This design comes from an exercise in tuning for a short achievable clock period and few clock cycles per item on the open sky130 flow, not from production work. Function was checked by simulation only, so behaviour that the tests miss may differ from the original. Power figures rest on the tool's default switching activity, not on a simulated workload.

==> flow/design.v <==
module lc3_core (
    input  wire        clk,
    input  wire        reset,         
    output wire        mem_req,
    output wire        mem_we,
    output wire [15:0] mem_addr,
    output wire [15:0] mem_wdata,
    input  wire [15:0] mem_rdata,
    input  wire        mem_ready,
    input  wire        kbd_avail,
    input  wire [7:0]  kbd_char,
    output wire        kbd_take,
    output wire        disp_emit,
    output wire [7:0]  disp_char,
    output wire        halted,
    output wire        double_fault
);
    localparam [15:0] RESET_PC  = 16'h3000;
    localparam [15:0] SSP_INIT  = 16'h3000;
    localparam [15:0] USP_INIT  = 16'h0000;
    localparam integer B_RUN   = 0;    
    localparam integer B_LD    = 1;    
    localparam integer B_PTRL  = 2;    
    localparam integer B_PTRS  = 3;    
    localparam integer B_ST    = 4;    
    localparam integer B_POP1  = 5;    
    localparam integer B_POP2  = 6;    
    localparam integer B_PUSH1 = 7;    
    localparam integer B_PUSH2 = 8;    
    localparam integer B_VEC   = 9;    
    localparam integer B_ENTRY = 10;    
    localparam integer B_INTW  = 11;    
    localparam integer B_STOP  = 12;    
    localparam integer B_DEV   = 13;    
    localparam NM = 14;
    localparam [NM-1:0] M_RUN   = 14'b1 << B_RUN;
    localparam [NM-1:0] M_LD    = 14'b1 << B_LD;
    localparam [NM-1:0] M_PTRL  = 14'b1 << B_PTRL;
    localparam [NM-1:0] M_PTRS  = 14'b1 << B_PTRS;
    localparam [NM-1:0] M_ST    = 14'b1 << B_ST;
    localparam [NM-1:0] M_POP1  = 14'b1 << B_POP1;
    localparam [NM-1:0] M_POP2  = 14'b1 << B_POP2;
    localparam [NM-1:0] M_PUSH1 = 14'b1 << B_PUSH1;
    localparam [NM-1:0] M_PUSH2 = 14'b1 << B_PUSH2;
    localparam [NM-1:0] M_VEC   = 14'b1 << B_VEC;
    localparam [NM-1:0] M_ENTRY = 14'b1 << B_ENTRY;
    localparam [NM-1:0] M_INTW  = 14'b1 << B_INTW;
    localparam [NM-1:0] M_STOP  = 14'b1 << B_STOP;
    localparam [NM-1:0] M_DEV   = 14'b1 << B_DEV;
    reg [15:0] regs [0:7];
    reg        priv;
    reg [2:0]  prio;
    reg [2:0]  nzp_x;         
    reg        fl_lazy;       
    reg [15:0] fl_val;
    reg [15:0] saved_ssp;
    reg [15:0] saved_usp;
    reg        halted_r;
    reg        df_r;
    reg        ie;
    reg        avail_q;
    reg [NM-1:0] mode;
    reg        chk_pend;      
    reg        ev;            
    reg [15:0] ir;
    reg        ir_v;
    reg [15:0] ir_pc;
    reg [15:0] ir_npc;
    reg        ir_pt;         
    reg        ir_ev;         
    reg [7:0]  d_s1, d_s2, d_dr;    
    reg        d_ill, d_alu, d_add, d_and, d_not, d_lea, d_br, d_jsr, d_jsrr,
               d_jmp, d_rti, d_trap, d_halt, d_mem, d_st, d_pcrel_mem;
    reg [15:0] fpc;           
    reg [2:0]  ld_dr;
    reg [NM-1:0] dv_mode;     
    reg        dv_we;
    reg [15:0] ssp_m1;        
    reg        ssp_m1_dev;
    reg        ssp_lt2;
    reg [15:0] ssp_m2;        
    reg [15:0] r6m1;          
    reg        r6_wr_q;       
    reg [15:0] pop2a;         
    reg [3:0]  pop2a_dk;
    reg [15:0] popr6;         
    reg [15:0] pop_base;      
    reg [15:0] push2a;        
    reg [3:0]  push2a_dk;
    reg [15:0] d_off;         
    reg        ent_int;
    reg [8:0]  ent_vec;
    reg [15:0] ent_ret;
    reg        a_v;
    reg        a_req;
    reg        a_we;
    reg [15:0] a_addr;
    reg [15:0] a_wdata;
    reg        a_kbsr, a_kbdr, a_dsr, a_ddr, a_dev;
    reg        take_r;
    reg        emit_r;
    localparam NB = 4;
    reg        bt_v   [0:NB-1];
    reg [15:0] bt_tag [0:NB-1];
    reg [15:0] bt_tgt [0:NB-1];
    reg [3:0]  bt_dk  [0:NB-1];
    reg [1:0]  bt_rr;
    reg        bi_pend;       
    reg [15:0] bi_tag;
    reg [15:0] bi_tgt;
    reg [3:0]  bi_dk;
    assign mem_req   = a_req;
    assign mem_we    = a_we;
    assign mem_addr  = a_addr;
    assign mem_wdata = a_wdata;
    assign kbd_take  = take_r;
    assign disp_emit = emit_r;
    assign disp_char = a_wdata[7:0];
    assign halted       = halted_r;
    assign double_fault = df_r;
    function isdev;
        input [15:0] a;
        begin
            isdev = (a[15:3] == 13'h1FC0) && (a[0] == 1'b0);
        end
    endfunction
    function sum_hi;
        input [15:0] a;
        input [15:0] b;
        reg   [15:0] s;
        reg   [15:0] c;
        begin
            s = kadd({7'd0, a[8:0]}, {7'd0, b[8:0]});
            c = a & b;                        
            sum_hi = (~(a[15:10] ^ b[15:10]) == c[14:9]) && (~(a[9] ^ b[9]) == s[9]);
        end
    endfunction
    function sum_dev;
        input [15:0] a;
        input [15:0] b;
        reg   [15:0] s;
        reg   [15:0] r;
        reg   [15:0] co;
        localparam [15:0] K = 16'hFE00;
        begin
            s  = kadd({13'd0, a[2:0]}, {13'd0, b[2:0]});
            r  = a ^ b ^ K;                   
            co = (a & b) | ((a ^ b) & ~K);    
            sum_dev = (r[15:4] == co[14:3]) && (r[3] == s[3]) && (s[0] == 1'b0);
        end
    endfunction
    function [3:0] dk;
        input [15:0] a;
        begin
            dk = isdev(a) ? (4'b0001 << a[2:1]) : 4'b0000;
        end
    endfunction
    function [15:0] kadd;
        input [15:0] a;
        input [15:0] b;
        reg   [15:0] g, p, gn, pn, t;
        integer      x, d;
        begin
            t = a | b;
            g[0] = a[0] & b[0];
            p[0] = t[0];
            for (x = 1; x < 16; x = x + 1) begin
                g[x] = (a[x] & b[x]) | (a[x] & a[x-1] & b[x-1]) | (b[x] & a[x-1] & b[x-1]);
                p[x] = t[x] & t[x-1];
            end
            for (d = 2; d < 16; d = d * 2) begin
                gn = g; pn = p;
                for (x = d; x < 16; x = x + 1) begin
                    gn[x] = g[x] | (p[x] & g[x-d]);
                    pn[x] = p[x] & p[x-d];
                end
                g = gn; p = pn;
            end
            kadd = a ^ b ^ {g[14:0], 1'b0};
        end
    endfunction
    wire stall = a_req & ~mem_ready;
    wire done  = a_v & ~stall;
    reg [15:0] dev_rdata;
    always @(*) begin
        if (a_kbsr)
            dev_rdata = {kbd_avail, ie, 14'd0};
        else if (a_kbdr)
            dev_rdata = kbd_avail ? {8'd0, kbd_char} : 16'd0;
        else if (a_dsr)
            dev_rdata = 16'h8000;
        else
            dev_rdata = 16'd0;
    end
    wire [15:0] rdata   = a_dev ? dev_rdata : mem_rdata;
    wire        acc_ev  = (a_we & a_kbsr) | take_r;
    wire [3:0]  rd_dk   = {4{~a_dev}} & dk(mem_rdata);
    wire        rd_dev  = |rd_dk;
    wire        rd_priv = ~a_dev & priv & (mem_rdata[15:9] == 7'h7F);
    wire [3:0]  op    = ir[15:12];
    reg  [15:0] sr1v, sr2v, drv;
    integer j;
    always @(*) begin
        sr1v = 16'd0; sr2v = 16'd0; drv = 16'd0;
        for (j = 0; j < 8; j = j + 1) begin
            sr1v = sr1v | ({16{d_s1[j]}} & regs[j]);
            sr2v = sr2v | ({16{d_s2[j]}} & regs[j]);
            drv  = drv  | ({16{d_dr[j]}} & regs[j]);
        end
    end
    wire [15:0] r6    = regs[6];
    wire [15:0] r6_inc = kadd(r6, 16'd1);
    wire [15:0] r6_dec = kadd(r6, 16'hFFFF);
    wire [15:0] imm5  = {16{ir[5]}} & {{11{ir[4]}}, ir[4:0]};
    wire [15:0] off6  = {{10{ir[5]}}, ir[5:0]};
    wire [15:0] off9  = {{7{ir[8]}},  ir[8:0]};
    wire [15:0] off11 = {{5{ir[10]}}, ir[10:0]};
    wire [15:0] alu_b   = sr2v | imm5;
    wire [15:0] add_out = kadd(sr1v, alu_b);
    wire [15:0] and_out = sr1v & alu_b;
    wire [15:0] pcoff   = kadd(ir_npc, d_off);
    wire [15:0] baseoff = kadd(sr1v, off6);
    wire [15:0] ea      = d_pcrel_mem ? pcoff : baseoff;     
    wire        ea_fault = priv & (d_pcrel_mem ? sum_hi(ir_npc, d_off) : sum_hi(sr1v, off6));
    wire        ea_dev   = d_pcrel_mem ? sum_dev(ir_npc, d_off) : sum_dev(sr1v, off6);
    wire [15:0] alu_out = ({16{d_add}} & add_out) | ({16{d_and}} & and_out) |
                          ({16{d_not}} & ~sr1v)   | ({16{d_lea}} & pcoff);
    wire        fz = (fl_val == 16'd0);
    wire [2:0]  nzp = fl_lazy ? {fl_val[15], fz, ~fl_val[15] & ~fz} : nzp_x;
    wire        br_taken = (ir[11] & nzp[2]) | (ir[10] & nzp[1]) | (ir[9] & nzp[0]);
    wire [15:0] psr_word = {priv, 4'b0000, prio, 5'b00000, nzp};
    wire [3:0] p_op = rdata[15:12];
    reg p_ill;
    always @(*) begin
        case (p_op)
            4'b0001, 4'b0101: p_ill = (rdata[5] == 1'b0) && (rdata[4:3] != 2'b00);
            4'b0100:          p_ill = (rdata[11] == 1'b0) && ((rdata[10:9] != 2'b00) || (rdata[5:0] != 6'd0));
            4'b1000:          p_ill = (rdata[11:0] != 12'd0);
            4'b1001:          p_ill = (rdata[5:0] != 6'b111111);
            4'b1100:          p_ill = (rdata[11:9] != 3'd0) || (rdata[5:0] != 6'd0);
            4'b1101:          p_ill = 1'b1;
            4'b1111:          p_ill = (rdata[11:8] != 4'd0);
            default:          p_ill = 1'b0;
        endcase
    end
    wire p_trap = ~p_ill & (p_op == 4'b1111);
    wire run      = mode[B_RUN];
    wire int_now  = ie & avail_q & ~prio[2];
    wire int_take = run & chk_pend & int_now;
    wire e_go     = run & ir_v & ~int_take;
    wire illegal = d_ill;
    wire e_alu  = d_alu;
    wire alu_we = e_go & d_alu;
    wire e_br   = d_br;
    wire e_jsr  = d_jsr | d_jsrr;
    wire e_rti  = d_rti;
    wire e_halt = d_halt;
    wire e_mem  = d_mem;
    wire e_st   = d_st;
    wire e_exc  = d_ill | d_trap | (d_rti & priv);
    wire jmp_like = d_jmp | d_jsrr;
    wire redir_early = jmp_like | (d_jsr & ~ir_pt);
    wire redir    = e_go & (redir_early | (d_br & (br_taken ^ ir_pt)));
    wire [15:0] rt = jmp_like ? sr1v : ((d_br & ~br_taken) ? ir_npc : pcoff);
    wire        r6_dec_dev = (r6[15:3] == 13'h1FC0) && r6[0];
    wire        r6_inc_dev = (r6[15:3] == 13'h1FBF && r6[2:0] == 3'b111) ||
                             (r6[15:3] == 13'h1FC0 && r6[0] && r6[2:1] != 2'b11);
    wire        es_df   = priv ? ssp_lt2 : (r6[15:1] == 15'd0);
    wire [15:0] es_addr = priv ? ssp_m1 : r6m1;
    wire [15:0] es_addr2 = priv ? ssp_m2 : kadd(r6, 16'hFFFE);
    wire        es_dev  = priv ? ssp_m1_dev : r6_dec_dev;
    wire        ent_direct = int_take | (e_go & e_exc);
    wire        ent_defer  = ent_direct & ~priv & r6_wr_q;
    wire        start_ent  = (ent_direct & ~ent_defer) | mode[B_ENTRY];
    reg        bt_hit;
    reg [15:0] bt_out;
    reg [3:0]  bt_odk;
    integer k;
    always @(*) begin
        bt_hit = 1'b0; bt_out = 16'd0; bt_odk = 4'd0;
        for (k = 0; k < NB; k = k + 1)
            if (bt_v[k] && bt_tag[k] == a_addr) begin
                bt_hit = 1'b1; bt_out = bt_tgt[k]; bt_odk = bt_dk[k];
            end
    end
    wire [15:0] a_inc     = kadd(a_addr, 16'd1);
    wire        a_inc_dev = (a_addr[15:3] == 13'h1FBF && a_addr[2:0] == 3'b111) ||
                            (a_addr[15:3] == 13'h1FC0 && a_addr[0] == 1'b1 && a_addr[2:1] != 2'b11);
    wire        sp_ok  = a_v & ~a_dev & (a_addr[15:11] != 5'h00) & (a_addr[15:11] != 5'h1F);
    wire        sp_br  = (mem_rdata[15:12] == 4'b0000) &&
                         ((mem_rdata[11:9] == 3'b111) || (mem_rdata[8] && mem_rdata[11:9] != 3'b000));
    wire        sp_jsr = (mem_rdata[15:12] == 4'b0100) && mem_rdata[11];
    wire        sp_take = sp_ok & (sp_br | sp_jsr);
    wire [15:0] sp_lo9  = kadd({7'd0, a_inc[8:0]},  {7'd0, mem_rdata[8:0]});
    wire [15:0] sp_lo11 = kadd({5'd0, a_inc[10:0]}, {5'd0, mem_rdata[10:0]});
    wire [15:0] sp_hi9p = kadd({9'd0, a_inc[15:9]}, 16'd1);
    wire [15:0] sp_hi9m = kadd({9'd0, a_inc[15:9]}, 16'hFFFF);
    wire [15:0] sp_hi11p = kadd({11'd0, a_inc[15:11]}, 16'd1);
    wire [15:0] sp_hi11m = kadd({11'd0, a_inc[15:11]}, 16'hFFFF);
    wire [6:0]  sp_hi9  = mem_rdata[8] ? (sp_lo9[9] ? a_inc[15:9] : sp_hi9m[6:0])
                                       : (sp_lo9[9] ? sp_hi9p[6:0] : a_inc[15:9]);
    wire [4:0]  sp_hi11 = mem_rdata[10] ? (sp_lo11[11] ? a_inc[15:11] : sp_hi11m[4:0])
                                        : (sp_lo11[11] ? sp_hi11p[4:0] : a_inc[15:11]);
    wire [15:0] sp_tgt  = sp_jsr ? {sp_hi11, sp_lo11[10:0]} : {sp_hi9, sp_lo9[8:0]};
    wire        f_pt   = sp_take | bt_hit;
    wire [15:0] fa     = a_v ? (bt_hit ? bt_out : a_inc) : fpc;
    wire [3:0]  ainc_dk = {a_addr == 16'hFE05, a_addr == 16'hFE03, a_addr == 16'hFE01, a_addr == 16'hFDFF};
    wire [3:0]  fa_dk  = a_v ? (bt_hit ? bt_odk : ainc_dk) : dk(fpc);
    wire        fa_dev = |fa_dk;
    wire [3:0]  fpc_dk = dk(fpc);
    reg        s_v, s_we, cont, memop;
    reg [3:0]  s_dk;
    reg [15:0] s_addr, s_wdata;
    reg [NM-1:0] n_mode;
    reg        n_chk, n_ev, n_ir_v;
    reg [15:0] n_fpc;
    reg        rf_we;
    reg [2:0]  rf_wa;
    reg [15:0] rf_wd;
    reg        n_fl_set;
    reg [15:0] n_fl_val;
    reg [8:0]  ent_v;
    reg [15:0] ent_r;
    reg        ent_cap, ent_i;
    always @(*) begin
        s_v = 1'b0; s_we = 1'b0; s_dk = 4'd0; cont = 1'b0; memop = 1'b0; s_addr = fpc; s_wdata = a_wdata;
        n_mode = mode; n_chk = chk_pend; n_ev = ev; n_ir_v = ir_v;
        n_fpc = fpc;
        rf_we = 1'b0; rf_wa = 3'd6; rf_wd = r6_inc;
        n_fl_set = 1'b0; n_fl_val = rdata;
        ent_v = 9'h000; ent_r = ir_npc; ent_cap = 1'b0; ent_i = 1'b0;
        case (1'b1)
            mode[B_RUN]: begin
                n_chk = 1'b0;
                n_ir_v = a_v;
                if (e_go) n_ev = ir_ev;
                if (int_take) begin
                    ent_cap = 1'b1; ent_i = 1'b1;
                    ent_v = 9'h180;
                    ent_r = ir_v ? ir_pc : fpc;
                end else if (e_go && e_exc) begin
                    ent_cap = 1'b1;
                    ent_v = d_ill ? 9'h001 : d_rti ? 9'h000 : {1'b0, ir[7:0]};
                end else if (e_go && e_halt) begin
                    n_mode = M_STOP;
                    n_ir_v = 1'b0;
                end else if (e_go && e_rti) begin
                    n_ir_v = 1'b0;
                    s_v = 1'b1; s_addr = r6; s_dk = dk(r6);
                    n_mode = M_POP1;
                end else if (e_go && e_mem) begin
                    memop = 1'b1;
                    n_fpc = fa;
                    s_v = ~ea_fault & ~ea_dev; s_addr = ea;
                    s_we = e_st; s_wdata = drv;
                    ent_cap = 1'b1;       
                    if (ea_fault)
                        n_mode = M_ENTRY;
                    else if (ea_dev)
                        n_mode = M_DEV;
                    else if (op[3])
                        n_mode = op[0] ? M_PTRS : M_PTRL;
                    else
                        n_mode = op[0] ? M_ST : M_LD;
                end else begin
                    if (e_go) begin
                        rf_we = e_jsr;
                        rf_wa = 3'd7;
                        rf_wd = ir_npc;
                        n_chk = ir_ev;
                    end
                    if (redir) begin
                        n_ir_v = 1'b0;
                        n_fpc = rt;
                        s_addr = rt;
                        s_v = ~(jmp_like ? isdev(sr1v) : (d_br & ~br_taken) ? isdev(ir_npc) : sum_dev(ir_npc, d_off));
                    end else begin
                        cont = 1'b1;
                        n_fpc = fa;
                        s_addr = fa; s_dk = fa_dk;
                        s_v = ~fa_dev | (~a_v & ~(e_go & ir_ev));
                    end
                end
            end
            mode[B_LD]: if (done) begin
                rf_we = 1'b1; rf_wa = ld_dr; rf_wd = rdata;
                n_fl_set = 1'b1;
                if (take_r) begin
                    n_mode = M_INTW;
                end else begin
                    n_mode = M_RUN;
                    n_chk = ev | acc_ev;
                    s_dk = fpc_dk;
                    s_v = ~(|fpc_dk) | (~ir_v & ~(ev | acc_ev));
                end
            end
            mode[B_PTRL], mode[B_PTRS]: begin
                ent_cap = 1'b1;           
                ent_r = ir_v ? ir_pc : fpc;
                if (done) begin
                    n_ev = ev | acc_ev;
                    if (rd_priv) begin
                        n_mode = M_ENTRY;
                    end else begin
                        s_v = 1'b1; s_addr = rdata; s_dk = rd_dk;
                        s_we = mode[B_PTRS];
                        n_mode = mode[B_PTRS] ? M_ST : M_LD;
                    end
                end
            end
            mode[B_ST]: if (done) begin
                n_mode = M_RUN;
                n_chk = ev | acc_ev;
                if (ir_v && a_addr == ir_pc) begin
                    n_ir_v = 1'b0;
                    n_fpc = ir_pc;
                    s_addr = ir_pc;
                    s_dk = 4'd0;
                    s_v = 1'b1;
                end else begin
                    s_dk = fpc_dk;
                    s_v = ~(|fpc_dk) | (~ir_v & ~(ev | acc_ev));
                end
            end
            mode[B_POP1]: if (done) begin
                n_ev = ev | acc_ev;
                n_fpc = rdata;
                rf_we = 1'b1;
                rf_wd = pop2a;
                s_v = 1'b1; s_addr = pop2a; s_dk = pop2a_dk;
                n_mode = M_POP2;
            end
            mode[B_POP2]: if (done) begin
                rf_we = 1'b1;
                rf_wd = rdata[15] ? saved_usp : popr6;
                if (take_r) begin
                    n_mode = M_INTW;
                end else begin
                    n_mode = M_RUN;
                    n_chk = 1'b1;
                    s_dk = fpc_dk;
                    s_v = ~(|fpc_dk);
                end
            end
            mode[B_PUSH1]: if (done) begin
                n_ev = ev | acc_ev;
                rf_we = 1'b1; rf_wd = push2a;
                s_v = 1'b1; s_we = 1'b1; s_addr = push2a; s_dk = push2a_dk;
                s_wdata = ent_ret;
                n_mode = M_PUSH2;
            end
            mode[B_PUSH2]: if (done) begin
                n_ev = ev | acc_ev;
                s_v = 1'b1; s_addr = {7'd0, ent_vec};
                n_mode = M_VEC;
            end
            mode[B_VEC]: if (done) begin
                n_fpc = rdata;
                n_mode = M_RUN;
                n_chk = ~ent_int & ev;
                s_addr = rdata; s_dk = rd_dk;
                s_v = ~rd_dev | ent_int | ~ev;
            end
            mode[B_ENTRY]: begin
                n_ir_v = 1'b0;
            end
            mode[B_DEV]: begin
                s_v = 1'b1; s_addr = a_addr; s_dk = dk(a_addr);
                s_we = dv_we;
                n_mode = dv_mode;
            end
            mode[B_INTW]: begin
                n_mode = M_RUN;
                n_chk = 1'b1;
                s_dk = fpc_dk;
                s_v = ~(|fpc_dk);
            end
            default: ;    
        endcase
        if (ent_defer) begin
            n_ir_v = 1'b0;
            s_v = 1'b0;
            n_mode = M_ENTRY;
        end
        if (start_ent) begin
            n_ir_v = 1'b0;
            if (es_df) begin
                n_mode = M_STOP;
                s_v = 1'b0;
            end else begin
                rf_we = 1'b1; rf_wa = 3'd6; rf_wd = es_addr;
                s_v = ~es_dev; s_we = 1'b1; s_addr = es_addr; s_dk = 4'd0;
                n_mode = es_dev ? M_DEV : M_PUSH1;
                s_wdata = psr_word;
            end
        end
    end
    wire r6_we  = (alu_we & d_dr[6]) | (rf_we & (rf_wa == 3'd6));
    wire sp_sel = cont & sp_take;
    integer i;
    always @(posedge clk) begin
        avail_q <= kbd_avail;
        if (reset) begin
            for (i = 0; i < 8; i = i + 1)
                regs[i] <= 16'd0;
            priv      <= 1'b1;
            prio      <= 3'd0;
            nzp_x     <= 3'b010;
            fl_lazy   <= 1'b0;
            saved_ssp <= SSP_INIT;
            ssp_m1    <= SSP_INIT - 16'd1;
            ssp_m1_dev <= 1'b0;
            ssp_lt2   <= 1'b0;
            ssp_m2    <= SSP_INIT - 16'd2;
            r6m1      <= 16'hFFFF;
            r6_wr_q   <= 1'b0;
            saved_usp <= USP_INIT;
            halted_r  <= 1'b0;
            df_r      <= 1'b0;
            ie        <= 1'b0;
            mode      <= M_RUN;
            chk_pend  <= 1'b0;
            ev        <= 1'b0;
            ir_v      <= 1'b0;
            fpc       <= RESET_PC;
            a_v       <= 1'b1;
            a_req     <= 1'b1;
            a_we      <= 1'b0;
            a_addr    <= RESET_PC;
            a_kbsr    <= 1'b0;
            a_kbdr    <= 1'b0;
            a_dsr     <= 1'b0;
            a_ddr     <= 1'b0;
            a_dev     <= 1'b0;
            take_r    <= 1'b0;
            emit_r    <= 1'b0;
            for (i = 0; i < NB; i = i + 1)
                bt_v[i] <= 1'b0;
            bt_rr     <= 2'd0;
            bi_pend   <= 1'b0;
        end else if (!stall) begin
            mode     <= n_mode;
            chk_pend <= n_chk;
            ev       <= n_ev;
            fpc      <= ((cont | memop) & sp_take) ? sp_tgt : n_fpc;
            ir_v     <= n_ir_v;
            if (run && a_v) begin
                ir     <= rdata;
                ir_pc  <= a_addr;
                ir_npc <= a_inc;
                ir_pt  <= f_pt;
                ir_ev  <= take_r;
                d_off  <= (p_op == 4'b0100) ? {{5{rdata[10]}}, rdata[10:0]} : {{7{rdata[8]}}, rdata[8:0]};
                d_s1   <= 8'd1 << rdata[8:6];
                d_s2   <= rdata[5] ? 8'd0 : (8'd1 << rdata[2:0]);
                d_dr   <= 8'd1 << rdata[11:9];
                d_ill  <= p_ill;
                d_add  <= ~p_ill & (p_op == 4'b0001);
                d_and  <= ~p_ill & (p_op == 4'b0101);
                d_not  <= ~p_ill & (p_op == 4'b1001);
                d_lea  <= (p_op == 4'b1110);
                d_alu  <= ~p_ill & (p_op == 4'b0001 || p_op == 4'b0101 || p_op == 4'b1001 || p_op == 4'b1110);
                d_br   <= (p_op == 4'b0000);
                d_jsr  <= (p_op == 4'b0100) & rdata[11];
                d_jsrr <= ~p_ill & (p_op == 4'b0100) & ~rdata[11];
                d_jmp  <= ~p_ill & (p_op == 4'b1100);
                d_rti  <= ~p_ill & (p_op == 4'b1000);
                d_trap <= p_trap & (rdata[7:0] != 8'h25);
                d_halt <= p_trap & (rdata[7:0] == 8'h25);
                d_mem  <= p_op[1] & ~(p_op[3] & p_op[2]);
                d_st   <= (p_op == 4'b0011) || (p_op == 4'b0111);
                d_pcrel_mem <= ~p_op[2];
            end
            if (run)
                ld_dr   <= ir[11:9];
            if (start_ent) begin
                dv_mode <= M_PUSH1;
                dv_we   <= 1'b1;
            end else if (run) begin
                dv_mode <= op[3] ? (op[0] ? M_PTRS : M_PTRL) : (op[0] ? M_ST : M_LD);
                dv_we   <= d_st;
            end
            for (i = 0; i < 8; i = i + 1)
                if (alu_we && d_dr[i])
                    regs[i] <= alu_out;
                else if (rf_we && rf_wa == i)
                    regs[i] <= rf_wd;
            if (alu_we) begin
                fl_val  <= alu_out;
                fl_lazy <= 1'b1;
            end else if (n_fl_set) begin
                fl_val  <= n_fl_val;
                fl_lazy <= 1'b1;
            end
            if (done && a_we && a_kbsr)
                ie <= a_wdata[14];
            bi_pend <= e_go & ((d_br & br_taken & ~ir_pt) | (d_jsr & ~ir_pt));
            bi_tag  <= ir_pc;
            bi_tgt  <= pcoff;
            bi_dk   <= dk(pcoff);
            if (bi_pend) begin
                bt_v[bt_rr]   <= 1'b1;
                bt_tag[bt_rr] <= bi_tag;
                bt_tgt[bt_rr] <= bi_tgt;
                bt_dk[bt_rr]  <= bi_dk;
                bt_rr         <= bt_rr + 2'd1;
            end
            if (done && a_we)
                for (i = 0; i < NB; i = i + 1)
                    if (bt_tag[i] == a_addr)
                        bt_v[i] <= 1'b0;
            if (ent_cap) begin
                ent_int <= ent_i;
                ent_vec <= ent_v;
                ent_ret <= ent_r;
            end
            r6m1    <= r6_dec;
            r6_wr_q <= r6_we;
            if (run) begin
                pop_base <= r6;
                pop2a    <= r6_inc;
                pop2a_dk <= dk(r6_inc);
                popr6    <= kadd(r6, 16'd2);
            end
            if (start_ent) begin
                push2a    <= es_addr2;
                push2a_dk <= dk(es_addr2);
                if (es_df) begin
                    df_r <= 1'b1;
                end else begin
                    if (priv)
                        saved_usp <= r6;
                    priv <= 1'b0;
                end
            end
            if (e_go && e_halt)
                halted_r <= 1'b1;
            if (mode[B_PUSH2] && done && ent_int)
                prio <= 3'd4;
            if (mode[B_POP2] && done) begin
                priv    <= rdata[15];
                prio    <= rdata[10:8];
                nzp_x   <= rdata[2:0];
                fl_lazy <= 1'b0;
                if (rdata[15]) begin
                    saved_ssp  <= popr6;
                    ssp_m1     <= pop2a;
                    ssp_m2     <= pop_base;
                    ssp_m1_dev <= |pop2a_dk;
                    ssp_lt2    <= (popr6[15:1] == 15'd0);
                end
            end
            a_v     <= sp_sel | s_v;
            a_req   <= sp_sel | (s_v & ~(|s_dk));
            a_we    <= s_we;
            a_addr  <= sp_sel ? sp_tgt : s_addr;
            a_wdata <= s_wdata;
            a_kbsr  <= ~sp_sel & s_v & s_dk[0];
            a_kbdr  <= ~sp_sel & s_v & s_dk[1];
            a_dsr   <= ~sp_sel & s_v & s_dk[2];
            a_ddr   <= ~sp_sel & s_v & s_dk[3];
            a_dev   <= ~sp_sel & s_v & (|s_dk);
            take_r  <= ~sp_sel & s_v & s_dk[1] & ~s_we & kbd_avail & ~take_r;
            emit_r  <= ~sp_sel & s_v & s_dk[3] & s_we;
        end
    end
endmodule
==> flow/flow/run.sh <==
#!/bin/bash
set -euo pipefail
export BUFFER_PORTS_ARGS="-buffer_cell sky130_fd_sc_hd__buf_4"
bash standard.sh MATCH_CELL_FOOTPRINT=0 finish > standard.log 2>&1
==> flow/standard.sh <==
#!/bin/bash
# synth_recipe.tcl (not shown) runs the flow's synth.tcl, then flattens the netlist and writes it again
# the make line also repeats each setting of config.mk as NAME=value (left out here)
make -C /OpenROAD-flow-scripts/flow DESIGN_CONFIG=/design/flow/config.mk WORK_HOME=/design/flow/orfs CLKGATE_MAP_FILE= SYNTH_SCRIPT=/design/flow/synth_recipe.tcl "${@:-finish}"
==> flow/config.mk <==
export PLATFORM = sky130hd
export DESIGN_NAME = lc3_core
export DESIGN_NICKNAME = lc3_core
export VERILOG_FILES = /design/flow/design.v
export SDC_FILE = /design/flow/constraint.sdc
export NUM_CORES = 4
export LEC_CHECK = 0
export ABC_AREA = 1
export ABC_CLOCK_PERIOD_IN_PS = 2000
export CAP_MARGIN = 20
export CORE_MARGIN = 2
export CORE_UTILIZATION = 40
export SETUP_SLACK_MARGIN = 4.8
export SLEW_MARGIN = 20
==> flow/constraint.sdc <==
create_clock -name core_clock -period 8.0 [get_ports {clk}]
set_input_delay 1.6000 -clock core_clock [delete_from_list [all_inputs] [get_ports {clk}]]
set_output_delay 1.6000 -clock core_clock [all_outputs]
set_load 0.01 [all_outputs]
==> impl_metrics.tcl, run 1 <==
set metrics [dict create \
    cts_buffers 83 \
    drt_iter0_markers 9349 \
    ys_warn_count 2 \
    portBuffers 73 \
    dieArea_um2 116000 \
    drive_above_1_share 0.275 \
    period_minus_slack_ns 3.67 \
    yosys.area.top_type_share 0.271 \
    grt_pass1_wl_um 365000 \
    hp-class "reg2reg" \
    ys_ff_latch 678 \
    placed_area_um2 47400 \
    max_slew_margin 0.123 \
    maxCapViolCount 0 \
    r2r_cells 24 \
    cts_sinks 678 \
    critPathArrivalTime_ns 4.26 \
    place_hpwl_um 180000 \
    core_um2 112000 \
    power.total_mw 23.4 \
    tightestPinTransition_ns 1.30 \
    io_pins 74 \
    grt_usage 0.442 \
    wl_per_cell_um 31.9 \
    register_area_um2 17700 \
    place_ws_ns 2.69 \
    rows 123 \
    yosys.area.top_type "edfxtp_1" \
    layout_setup_ws_ns 4.33 \
    synthTopCellsByCount "nand2_1, inv_1, a21oi_1" \
    gp_congestion 1.08 \
    cp-start-kind "flip-flop" \
    clk_pin_slew_ns 0.07 \
    vdd_ir_drop_max_mv 0.203 \
    synth_area_leaders "edfxtp_1, nand2_1, dfxtp_1" \
    die_h_um 340 \
    overflow 0 \
    ys_types 74 \
    rsz0062_at_grt "true" \
    seq_area_frac_synth 0.391 \
    slew_viol_final 0 \
    clockRootBuffer "clkbuf_16" \
    max_freq_mhz 273 \
    crit_fanout 8 \
    first_pass_iters 10 \
    ctsHoldBuffers 0 \
    fin_nets 7076 \
    drc_errors 0 \
    synth_cells 6366 \
    cts_tree "done" \
    die_x_um 340 \
    hold_path_depth 2 \
    multi_input_area_um2 28300 \
    finalCoreUtilization 0.547 \
    finalCritPeriodShare 0.458 \
    syn_area_per_cell_um2 7.09 \
    async_reset_ff_frac 0 \
    setup_viol 0 \
    synth-edff-count 407 \
    syn_area_um2 45200 \
    area_delta_synth_final_pct 35.8 \
    hold_viol 0 \
    dp_cells 7749 \
    antenna_found_initial 11 \
    grt_max_degree 83 \
    cp-end-kind "flip-flop" \
    p_leak_nw 25.6 \
    antenna_left 0 \
    required_ns 8.59 \
    htreeDepth 3 \
    first_global_vias 47900 \
    finClkSkew_ns 0.0386 \
    final_cells 8490 \
    wl_um 270000 \
    finalInstanceArea_um2 61300 \
    yosysMostFrequentCell "nand2_1" \
    via_per_inst 6.37 \
    initial_utilization 0.403 \
    p_per_area_nw_per_um2 382 \
    tns_ns 0 \
    hold_slack_ns 0.453 \
    fillers 10400 \
    critical_path_class "reg2reg" \
    outcome "no timing/DRC/antenna violations" \
    route.vias.total 54100 \
    max-clock-path-buffers 3 \
    synth_fp_nets 6528 \
    synth_ff_type "edfxtp_1" \
    clk_latency_ns 0.73 \
]
path summary, 6_finish.rpt:
kind,slack [ns],end,startpoint
worst min-delay path,0.45,ssp_m2[13],pop_base[13]
worst min register to register,0.45,ssp_m2[13],pop_base[13]
worst max-delay path,4.33,a_req,d_s1[3]
worst max register to register,4.33,a_req,d_s1[3]
state kept, by name (all words and copies together) (netlist names), 15 cells and up:
name	cells
pop_base	16
fpc	16
bi_tag	16
ssp_m1	16
ir_npc	16
a_wdata	16
a_addr	16
pop2a	16
ir_pc	16
ent_ret	16
fl_val	16
regs	128
r6m1	16
bt_tag	64
ssp_m2	16
saved_usp	16
push2a	16
popr6	15
bt_dk	16
bt_tgt	64
bi_tgt	16
cell type report:
type | instances | area share
clock buffers | 107 | 0.0366
well taps | 1500 | 0.0306
diodes | 8 | 0.000326
clock inverters | 46 | 0.00728
inverters | 664 | 0.0475
multi-input cells | 4691 | 0.462
repair buffers | 786 | 0.125
repair inverters | 10 | 0.00137
flip-flops and latches | 678 | 0.289
critical path, stage by stage (launching register included):
cell and delay, ns:
edfxtp_1 0.45, buf_6 0.17, clkbuf_16 0.16, nand2_2 0.06, nand4_1 0.08, nor3b_2 0.20
nand3_2 0.19, inv_2 0.14, ha_4 0.23, nand2_2 0.06, nand4_1 0.14, a2111oi_4 0.37
nand3_1 0.19, nor2_2 0.16, nand2_2 0.07, nand2_4 0.15, nor2_4 0.07, nand2_4 0.08
nand3_2 0.05, nand2_1 0.06, nand2_1 0.06, nand2_2 0.08, nand2_4 0.09, a21oi_4 0.16
inv_1 0.06
where the power goes:
| group | total (mW) | switching (mW) | internal (mW) |
|---|---|---|---|
| logic | 14.2 | 9.67 | 4.57 |
| clock network | 3.89 | 1.70 | 2.19 |
| registers | 5.30 | 0.802 | 4.50 |
| total | 23.4 | 12.2 | 11.3 |
repair_timing:
| item | in CTS | in global routing |
|---|---|---|
| gates cloned | 25 | 12 |
| setup endpoints to repair | 644 | 291 |
| resized for setup | 950 | 682 |
| buffers inserted | 383 | 160 |
| hold endpoints to repair | 0 | 0 |
| pin swaps | 223 | 308 |
placed cells by master, fill, tap and decap left out, types with 79 or more instances in the layout:
| master | instances |
|---|---|
| nand2_1 | 1478 |
| buf_4 | 561 |
| inv_1 | 521 |
| a21oi_1 | 491 |
| nor2_1 | 463 |
| o21ai_0 | 412 |
| edfxtp_1 | 407 |
| dfxtp_1 | 244 |
| nand3_1 | 225 |
| nand2_2 | 178 |
| buf_6 | 117 |
| o21ai_1 | 110 |
| o211ai_1 | 99 |
| clkbuf_16 | 99 |
| ha_1 | 93 |
| a21oi_2 | 88 |
| nand2_4 | 79 |
routing by layer:
metal	track usage	vias up	wire (um)	part of all wire
met2	0.631	4680	108000	0.40
met4	0.290	13	24300	0.090
met3	0.152	1186	41200	0.15
met1	0.565	25500	96400	0.36
li1	-	22700	-	-
met5	0.00654	-	165	0.00061
cell families after synthesis:
group / after synthesis / share of synthesized area
buffers and inverters: 1004 / 0.0878
AO/OA/AOI/OAI: 1599 / 0.202
AND/OR/NAND/NOR: 2841 / 0.260
multiplexers: 1 / 0.000249
XOR/XNOR: 109 / 0.0221
adder cells (fa/ha/maj): 134 / 0.0371
flip-flops: 678 / 0.391
Testbench counts, summed over its fixed seeds: cycles 127,627, programs 64.
==> run 2: changes to the inputs <==
--- a/flow/design.v
+++ b/flow/design.v
@@ -292,14 +292,16 @@
     wire        sp_jsr = (mem_rdata[15:12] == 4'b0100) && mem_rdata[11];
     wire        sp_take = sp_ok & (sp_br | sp_jsr);
-    wire [15:0] sp_lo9  = kadd({7'd0, a_inc[8:0]},  {7'd0, mem_rdata[8:0]});
-    wire [15:0] sp_lo11 = kadd({5'd0, a_inc[10:0]}, {5'd0, mem_rdata[10:0]});
-    wire [15:0] sp_hi9p = kadd({9'd0, a_inc[15:9]}, 16'd1);
-    wire [15:0] sp_hi9m = kadd({9'd0, a_inc[15:9]}, 16'hFFFF);
-    wire [15:0] sp_hi11p = kadd({11'd0, a_inc[15:11]}, 16'd1);
-    wire [15:0] sp_hi11m = kadd({11'd0, a_inc[15:11]}, 16'hFFFF);
-    wire [6:0]  sp_hi9  = mem_rdata[8] ? (sp_lo9[9] ? a_inc[15:9] : sp_hi9m[6:0])
-                                       : (sp_lo9[9] ? sp_hi9p[6:0] : a_inc[15:9]);
-    wire [4:0]  sp_hi11 = mem_rdata[10] ? (sp_lo11[11] ? a_inc[15:11] : sp_hi11m[4:0])
-                                        : (sp_lo11[11] ? sp_hi11p[4:0] : a_inc[15:11]);
+    wire [15:0] sp_c9   = kadd({6'd0, a_addr[8:0], 1'b1},  {6'd0, mem_rdata[8:0], 1'b1});
+    wire [15:0] sp_c11  = kadd({4'd0, a_addr[10:0], 1'b1}, {4'd0, mem_rdata[10:0], 1'b1});
+    wire [9:0]  sp_lo9  = sp_c9[10:1];
+    wire [11:0] sp_lo11 = sp_c11[12:1];
+    wire [15:0] sp_hi9p = kadd({9'd0, a_addr[15:9]}, 16'd1);
+    wire [15:0] sp_hi9m = kadd({9'd0, a_addr[15:9]}, 16'hFFFF);
+    wire [15:0] sp_hi11p = kadd({11'd0, a_addr[15:11]}, 16'd1);
+    wire [15:0] sp_hi11m = kadd({11'd0, a_addr[15:11]}, 16'hFFFF);
+    wire [6:0]  sp_hi9  = mem_rdata[8] ? (sp_lo9[9] ? a_addr[15:9] : sp_hi9m[6:0])
+                                       : (sp_lo9[9] ? sp_hi9p[6:0] : a_addr[15:9]);
+    wire [4:0]  sp_hi11 = mem_rdata[10] ? (sp_lo11[11] ? a_addr[15:11] : sp_hi11m[4:0])
+                                        : (sp_lo11[11] ? sp_hi11p[4:0] : a_addr[15:11]);
     wire [15:0] sp_tgt  = sp_jsr ? {sp_hi11, sp_lo11[10:0]} : {sp_hi9, sp_lo9[8:0]};
     wire        f_pt   = sp_take | bt_hit;
--- a/flow/config.mk
+++ b/flow/config.mk
@@ -10,5 +10,5 @@
 export CAP_MARGIN = 20
 export CORE_MARGIN = 2
-export CORE_UTILIZATION = 40
+export CORE_UTILIZATION = 45
 export SETUP_SLACK_MARGIN = 4.8
 export SLEW_MARGIN = 20
==> run 2 against run 1 <==
Register-to-register slack got worse by 0.05 ns; sequential share of layout area is 0.33 points higher; power is 13% higher; maximum frequency shrank 1.4%; still clean on timing, DRC and antenna; highest routed layer unchanged; core utilization is 6.7 points higher; wire length is 0.63% lower; worst hold slack lost 0.0016 ns; critical path type unchanged; combinational power rose by 23%; global-route usage is 5.2 points higher.
==> impl_metrics.tcl, run 2 <==
set metrics [dict create \
    outcome "no timing/DRC/antenna violations" \
    mostFrequentLayoutCells "nand2_1, inv_1, buf_4" \
    r2r_slack_ns 4.28 \
    synth_ff_type "edfxtp_1" \
    r2r_cells 22 \
    cp-end-kind "flip-flop" \
    htreeDepth 3 \
    die_h_um 320 \
    hold_viol 0 \
    grt_pass1_wl_um 360000 \
    async_reset_ff_frac 0 \
    route.vias.total 53600 \
    yosysMostFrequentCell "nand2_1" \
    grt_max_degree 90 \
    crit_buf_inv 4 \
    wl_per_cell_um 32.7 \
    critical_path_class "reg2reg" \
    yosys.area.top_type "edfxtp_1" \
    syn_area_um2 45000 \
    reg2reg_to "a_req" \
    period_minus_slack_ns 3.72 \
    gp_congestion 1.09 \
    hold_path_depth 2 \
    power.total_mw 26.5 \
    first_pass_iters 9 \
    via_per_inst 6.52 \
    drive_above_1_share 0.266 \
    finClkSkew_ns 0.0311 \
    finalCritPeriodShare 0.465 \
    hp-class "reg2reg" \
    whs_endpoint "r6m1[2]" \
    ys_ff_latch 678 \
    clockRootBuffer "clkbuf_16" \
    slowest_stage "edfxtp_1" \
    synth-edff-count 407 \
    rsz0062_at_grt "true" \
    max_freq_mhz 269 \
    fin_nets 7014 \
    antenna_left 0 \
    cp_top_family "simple AND/OR/NAND/NOR gates" \
    core_um2 98700 \
    crit_fanout 8 \
    path_common_cell "nand2_1" \
    wl_um 269000 \
    portBuffers 73 \
    tns_ns 0 \
    regMostFlops "regs" \
    drt_iter0_markers 9825 \
    initial_utilization 0.456 \
    dieArea_um2 102000 \
    p_per_area_nw_per_um2 438 \
    antenna_found_initial 15 \
    tightestPinTransition_ns 1.32 \
    synthTopCellsByCount "nand2_1, inv_1, nor2_1" \
    rows 115 \
    setup_viol 0 \
    p_leak_nw 25.0 \
    cp_slowest_stage_delay_ns 0.50 \
    ys_warn_count 2 \
    yosys.area.top_type_share 0.272 \
    synth_cells 6335 \
    io_pins 74 \
    path_cells "clkinvlp_4 -> buf_6 -> buf_4 -> o22ai_1 -> nor2_1 -> nand2_4 -> ha_4 -> nor2_4 -> nand2_2 -> a2111oi_4 -> nand2_1 -> nand3b_1 -> nand2_4 -> nor2_4 -> a21oi_2 -> nand2_1 -> nand2_1 -> nand2_1 -> nand2_2 -> nand2_4 -> a21oi_2 -> inv_1" \
    first_global_vias 47300 \
    max-clock-path-buffers 3 \
    hold_slack_ns 0.451 \
    r2r-start "d_s1[7]" \
    clk_latency_ns 0.70 \
    cts_sinks 678 \
    clk_pin_slew_ns 0.06 \
    final_common_cell "nand2_1" \
    reg.largest.list "regs x128, bt_tag x64, bt_tgt x64" \
    max_slew_margin 0.119 \
    synth_area_leaders "edfxtp_1, nand2_1, dfxtp_1" \
    final_cells 8208 \
    syn_area_per_cell_um2 7.10 \
    synth_fp_nets 6498 \
    slew_viol_final 0 \
    largest_reg_flops 128 \
    critPathArrivalTime_ns 4.29 \
    maxCapViolCount 0 \
    cts_buffers 79 \
    cts_tree "done" \
    grt_usage 0.494 \
    overflow 0 \
    area_delta_synth_final_pct 34.6 \
    finalCoreUtilization 0.613 \
    die_x_um 320 \
    drc_errors 0 \
    hold_path_startpoint "r6m1[2]" \
    seq_area_frac_synth 0.392 \
    place_hpwl_um 179000 \
    cp-start-kind "flip-flop" \
    dp_cells 7541 \
    vdd_ir_drop_max_mv 0.331 \
    required_ns 8.57 \
    ys_types 71 \
]
## run 2: worst max path at each step
stage	startpoint	endpoint	slack, ns	depth (start not counted)
3_3_place_gp	mem_ready	regs[4][10]	2.54	16
3_5_place_dp	mem_ready	regs[4][10]	2.42	16
4_1_cts	d_s1[6]	a_v	4.49	22
6_report	d_s1[7]	a_req	4.28	22
5_1_grt	d_s1[6]	a_addr[14]	4.16	28
2_1_floorplan	reset	d_add	3.36	5
## run 2: timing repair
item,in CTS,in global routing
pin swaps,196,259
endpoints found under the setup margin,431,340
gates cloned,22,18
hold buffers,0,0
gates resized for setup,802,731
setup buffers,330,146
## run 2: metal layers
metal / routed length, um / global-route usage / up-vias / part of all wire
met5: 55 / 0 / - / 0.00020
met4: 25700 / 0.352 / 8 / 0.096
met3: 40500 / 0.180 / 1288 / 0.15
met2: 108000 / 0.703 / 4621 / 0.40
met1: 94700 / 0.617 / 25200 / 0.35
li1: - / - / 22400 / -
## run 2: cell type report
class | instances | area, um2
Clock inverter | 46 | 564
Timing Repair Buffer | 730 | 7280
Antenna cell | 8 | 20.0
Inverter | 702 | 3110
Sequential cell | 678 | 17700
Tap cell | 1287 | 1610
Timing Repair inverter | 12 | 138
Multi-Input combinational cell | 4648 | 28000
Fill cell | 8954 | 38200
Clock buffer | 97 | 2120
## run 2: tightest hold or removal path, stage by stage, from the launching register on
cell	delay, ns
dfxtp_1	0.29
inv_1	0.06
a32oi_1	0.05
## run 2: stage by stage
step,setup WS (ns),area (um2)
after floorplan,3.36,45400
after global placement,2.54,47300
after detailed placement,2.42,47300
after CTS,4.49,56200
after global routing,4.16,60500
final,4.28,60500
## run 2: cell families after synthesis
| logic type | synth area share |
|---|---|
| and+or+nand+nor | 0.262 |
| AOI/OAI and AO/OA | 0.197 |
| buffers and inverters | 0.0895 |
| DFF | 0.392 |
| adders and majority gates | 0.0376 |
| xor gates and xnor gates | 0.0208 |
## run 2: where the power goes
group          switching [mW]  internal [mW]
registers               0.740           4.54
logic                    11.8           5.56
clock network            1.64           2.25
total                    14.2           12.4
Testbench counts of run 2, summed over its fixed seeds: cycles 127,627, programs 64.
==> run 3: changes to the inputs <==
--- a/flow/config.mk
+++ b/flow/config.mk
@@ -10,5 +10,5 @@
 export CAP_MARGIN = 20
 export CORE_MARGIN = 2
-export CORE_UTILIZATION = 45
+export CORE_UTILIZATION = 40
 export SETUP_SLACK_MARGIN = 4.8
 export SLEW_MARGIN = 20
==> run 3 against run 2 <==
Still clean; critical path depth increased by 2; clock-buffer cell count increased by 6; synthesized area unchanged; sequential power barely moved; maximum frequency up 1.6%; register-to-register slack improved by 0.06 ns; clock power down 1%; flip-flop and latch count is the same; synthesized cell count did not move; final area increased by 1.0%.
==> impl_metrics.tcl, run 3 <==
set metrics [dict create \
    async_reset_ff_frac 0 \
    grt_max_degree 94 \
    synth_fp_nets 6498 \
    first_global_vias 47600 \
    portBuffers 73 \
    critPathArrivalTime_ns 4.23 \
    rsz0062_at_grt "true" \
    cp-end-kind "flip-flop" \
    finalCritPeriodShare 0.458 \
    drc_errors 0 \
    core_um2 112000 \
    outcome "no timing/DRC/antenna violations" \
    yosys.area.top_type "edfxtp_1" \
    layout_setup_ws_ns 4.34 \
    io_pins 74 \
    overflow 0 \
    fin_nets 7017 \
    seqPwrFrac 0.198 \
    dieArea_um2 115000 \
    via_per_inst 6.32 \
    cts_tree "done" \
    max_slew_margin 0.248 \
    setup_viol 0 \
    gp_congestion 1.07 \
    seq_area_frac_synth 0.392 \
    syn_area_um2 45000 \
    period_minus_slack_ns 3.66 \
    clkPwrFrac 0.143 \
    initial_utilization 0.401 \
    place_ws_ns 2.69 \
    ys_types 71 \
    finalCoreUtilization 0.546 \
    hold_viol 0 \
    cp-start-kind "flip-flop" \
    finalInstanceArea_um2 61200 \
    yosysMostFrequentCell "nand2_1" \
    synth_ff_type "edfxtp_1" \
    tns_ns 0 \
    critical_path_class "reg2reg" \
    max-clock-path-buffers 3 \
    regMostFlops "regs" \
    antenna_found_initial 14 \
    place_hpwl_um 181000 \
    tightestPinTransition_ns 1.13 \
    required_ns 8.57 \
    drive_above_1_share 0.284 \
    wl_um 271000 \
    power.switching_mw 14.4 \
    synthTopCellsByCount "nand2_1, inv_1, nor2_1" \
    ys_ff_latch 678 \
    max_freq_mhz 273 \
    dp_cells 7745 \
    grt_usage 0.446 \
    synth_cells 6335 \
    register_area_um2 17700 \
    largest_reg_flops 128 \
    clockRootBuffer "clkbuf_16" \
    power.total_mw 26.8 \
    reg.largest.list "regs x128, bt_tag x64, bt_tgt x64" \
    drt_iter0_markers 8404 \
    cts_buffers 80 \
    hp-class "reg2reg" \
    p_leak_nw 25.1 \
    maxCapViolCount 0 \
    synth-edff-count 407 \
    multi_input_area_um2 28200 \
    crit_fanout 5 \
    synth_area_leaders "edfxtp_1, nand2_1, dfxtp_1" \
    antenna_left 0 \
    p_int_mw 12.4 \
    ys_warn_count 2 \
    placed_area_um2 47500 \
    route.vias.total 53300 \
    grt_pass1_wl_um 367000 \
    p_comb_frac 0.658 \
    sw_frac_of_total 0.537 \
    die_x_um 339 \
    final_common_cell "nand2_1" \
    fillers 10700 \
    die_h_um 339 \
    finClkSkew_ns 0.0442 \
    yosys.area.top_type_share 0.272 \
    mostFrequentLayoutCells "nand2_1, inv_1, buf_4" \
    cts_sinks 678 \
    vdd_ir_drop_max_mv 0.259 \
    wl_per_cell_um 32.1 \
    syn_area_per_cell_um2 7.10 \
    final_cells 8432 \
    clk_latency_ns 0.69 \
    p_per_area_nw_per_um2 437 \
    hold_slack_ns 0.454 \
    rows 123 \
    clk_pin_slew_ns 0.07 \
    area_delta_synth_final_pct 36.0 \
    slew_viol_final 0 \
    htreeDepth 3 \
    first_pass_iters 9 \
]
[run 3: cell counts after synthesis]
Identical to the previous run, type by type.
[run 3: logic make-up (layout without fill, tap and decap cells)]
kind of cell | count (synthesis) | after routing | synth area share
compound gates | 1548 | 1548 | 0.197
xor+xnor | 107 | 107 | 0.0208
fa+ha+maj | 135 | 135 | 0.0376
buf+inv | 1015 | 1597 | 0.0895
flops | 678 | 678 | 0.392
other cells | 0 | 12 | 0
simple gates | 2852 | 2855 | 0.262
[run 3: critical path, stage by stage (launching register included)]
cell and delay, ns:
edfxtp_1 0.45, buf_12 0.19, buf_6 0.12, nand2_1 0.05, nand2_1 0.06, a221oi_2 0.21
nand2_2 0.23, buf_6 0.20, ha_1 0.17, nor2_1 0.13, inv_1 0.11, a21oi_2 0.19
o221ai_1 0.15, a21oi_2 0.16, nand2_1 0.07, nand3_1 0.08, nand3_2 0.15, nand3_2 0.19
nand3_4 0.11, nand2_4 0.15, nand2_1 0.06, nand2_1 0.08, nand2_2 0.12, nand2_1 0.08
nand2_1 0.04
[run 3: worst paths after layout]
| kind | to | depth (start not counted) | from | slack, ns |
|---|---|---|---|---|
| setup / recovery | a_addr[15] | 24 | d_s1[4] | 4.34 |
| hold / removal | ssp_m1[4] | 2 | ssp_m1[4] | 0.45 |
| setup reg to reg | a_addr[15] | 24 | d_s1[4] | 4.34 |
| hold reg to reg | ssp_m1[4] | 2 | ssp_m1[4] | 0.45 |
[run 3: what timing repair did]
action	CTS	global route
endpoints found under the setup margin	690	470
resized for setup	886	772
pin swaps	184	349
gates cloned	28	8
hold buffers	0	0
buffers inserted	367	123
[run 3: per-layer routing]
| layer | up-vias | GRT usage | share of wire |
|---|---|---|---|
| met5 | - | 0 | 0.00042 |
| met4 | 12 | 0.328 | 0.095 |
| met3 | 1189 | 0.143 | 0.13 |
| met2 | 4223 | 0.639 | 0.40 |
| met1 | 25300 | 0.561 | 0.37 |
| li1 | 22500 | - | - |
[run 3: area by class of cell]
class / instances / area share
antenna: 12 / 0.000491
tap: 1500 / 0.0307
clock buffer: 103 / 0.0365
multi-input combinational: 4645 / 0.462
timing repair inverter: 11 / 0.00180
clock inverter: 45 / 0.00673
timing repair buffer: 736 / 0.122
sequential: 678 / 0.289
inverter: 702 / 0.0508
[run 3: power groups by stage]
stage / combinational, mW / clock (mW) / sequential, mW
finish: 17.6 / 3.84 / 5.31
global route: 18.0 / 3.96 / 5.31
CTS: 14.8 / 3.82 / 5.22
detailed placement: 11.8 / 0 / 5.37
global placement: 11.8 / 0 / 5.37
floorplan: 6.94 / 0 / 4.94

==> port drivers added, routing unchanged <==
The results above use ideal ports. As a check the final layouts listed here were re-extracted and re-timed, cells and wires unchanged. Step 1: set_driving_cell puts a clkbuf_16 on clk and a buf_2 on each other input, an assumption about the parent block. Step 2 times the ports against the registers' clock, not the clock port: input delays grow and output delays shrink by t, the midpoint of the rising clock arrivals with the driver on. a / b / c = ideal ports / drivers / drivers and shift; a / b = the first two.
run	t, ns	slack for setup (ns)	worst setup path after step 2
run 1	0.779	4.334 / 4.334 / 3.736	input to register
run 2	0.758	4.282 / 4.282 / 3.792	input to register
run 3	0.750	4.339 / 4.339 / 3.769	input to register
After both steps setup and hold are still met in every run listed. The setup slack of run 1, which loses most, moves by 0.000 ns with the drivers and by -0.598 ns with both steps.
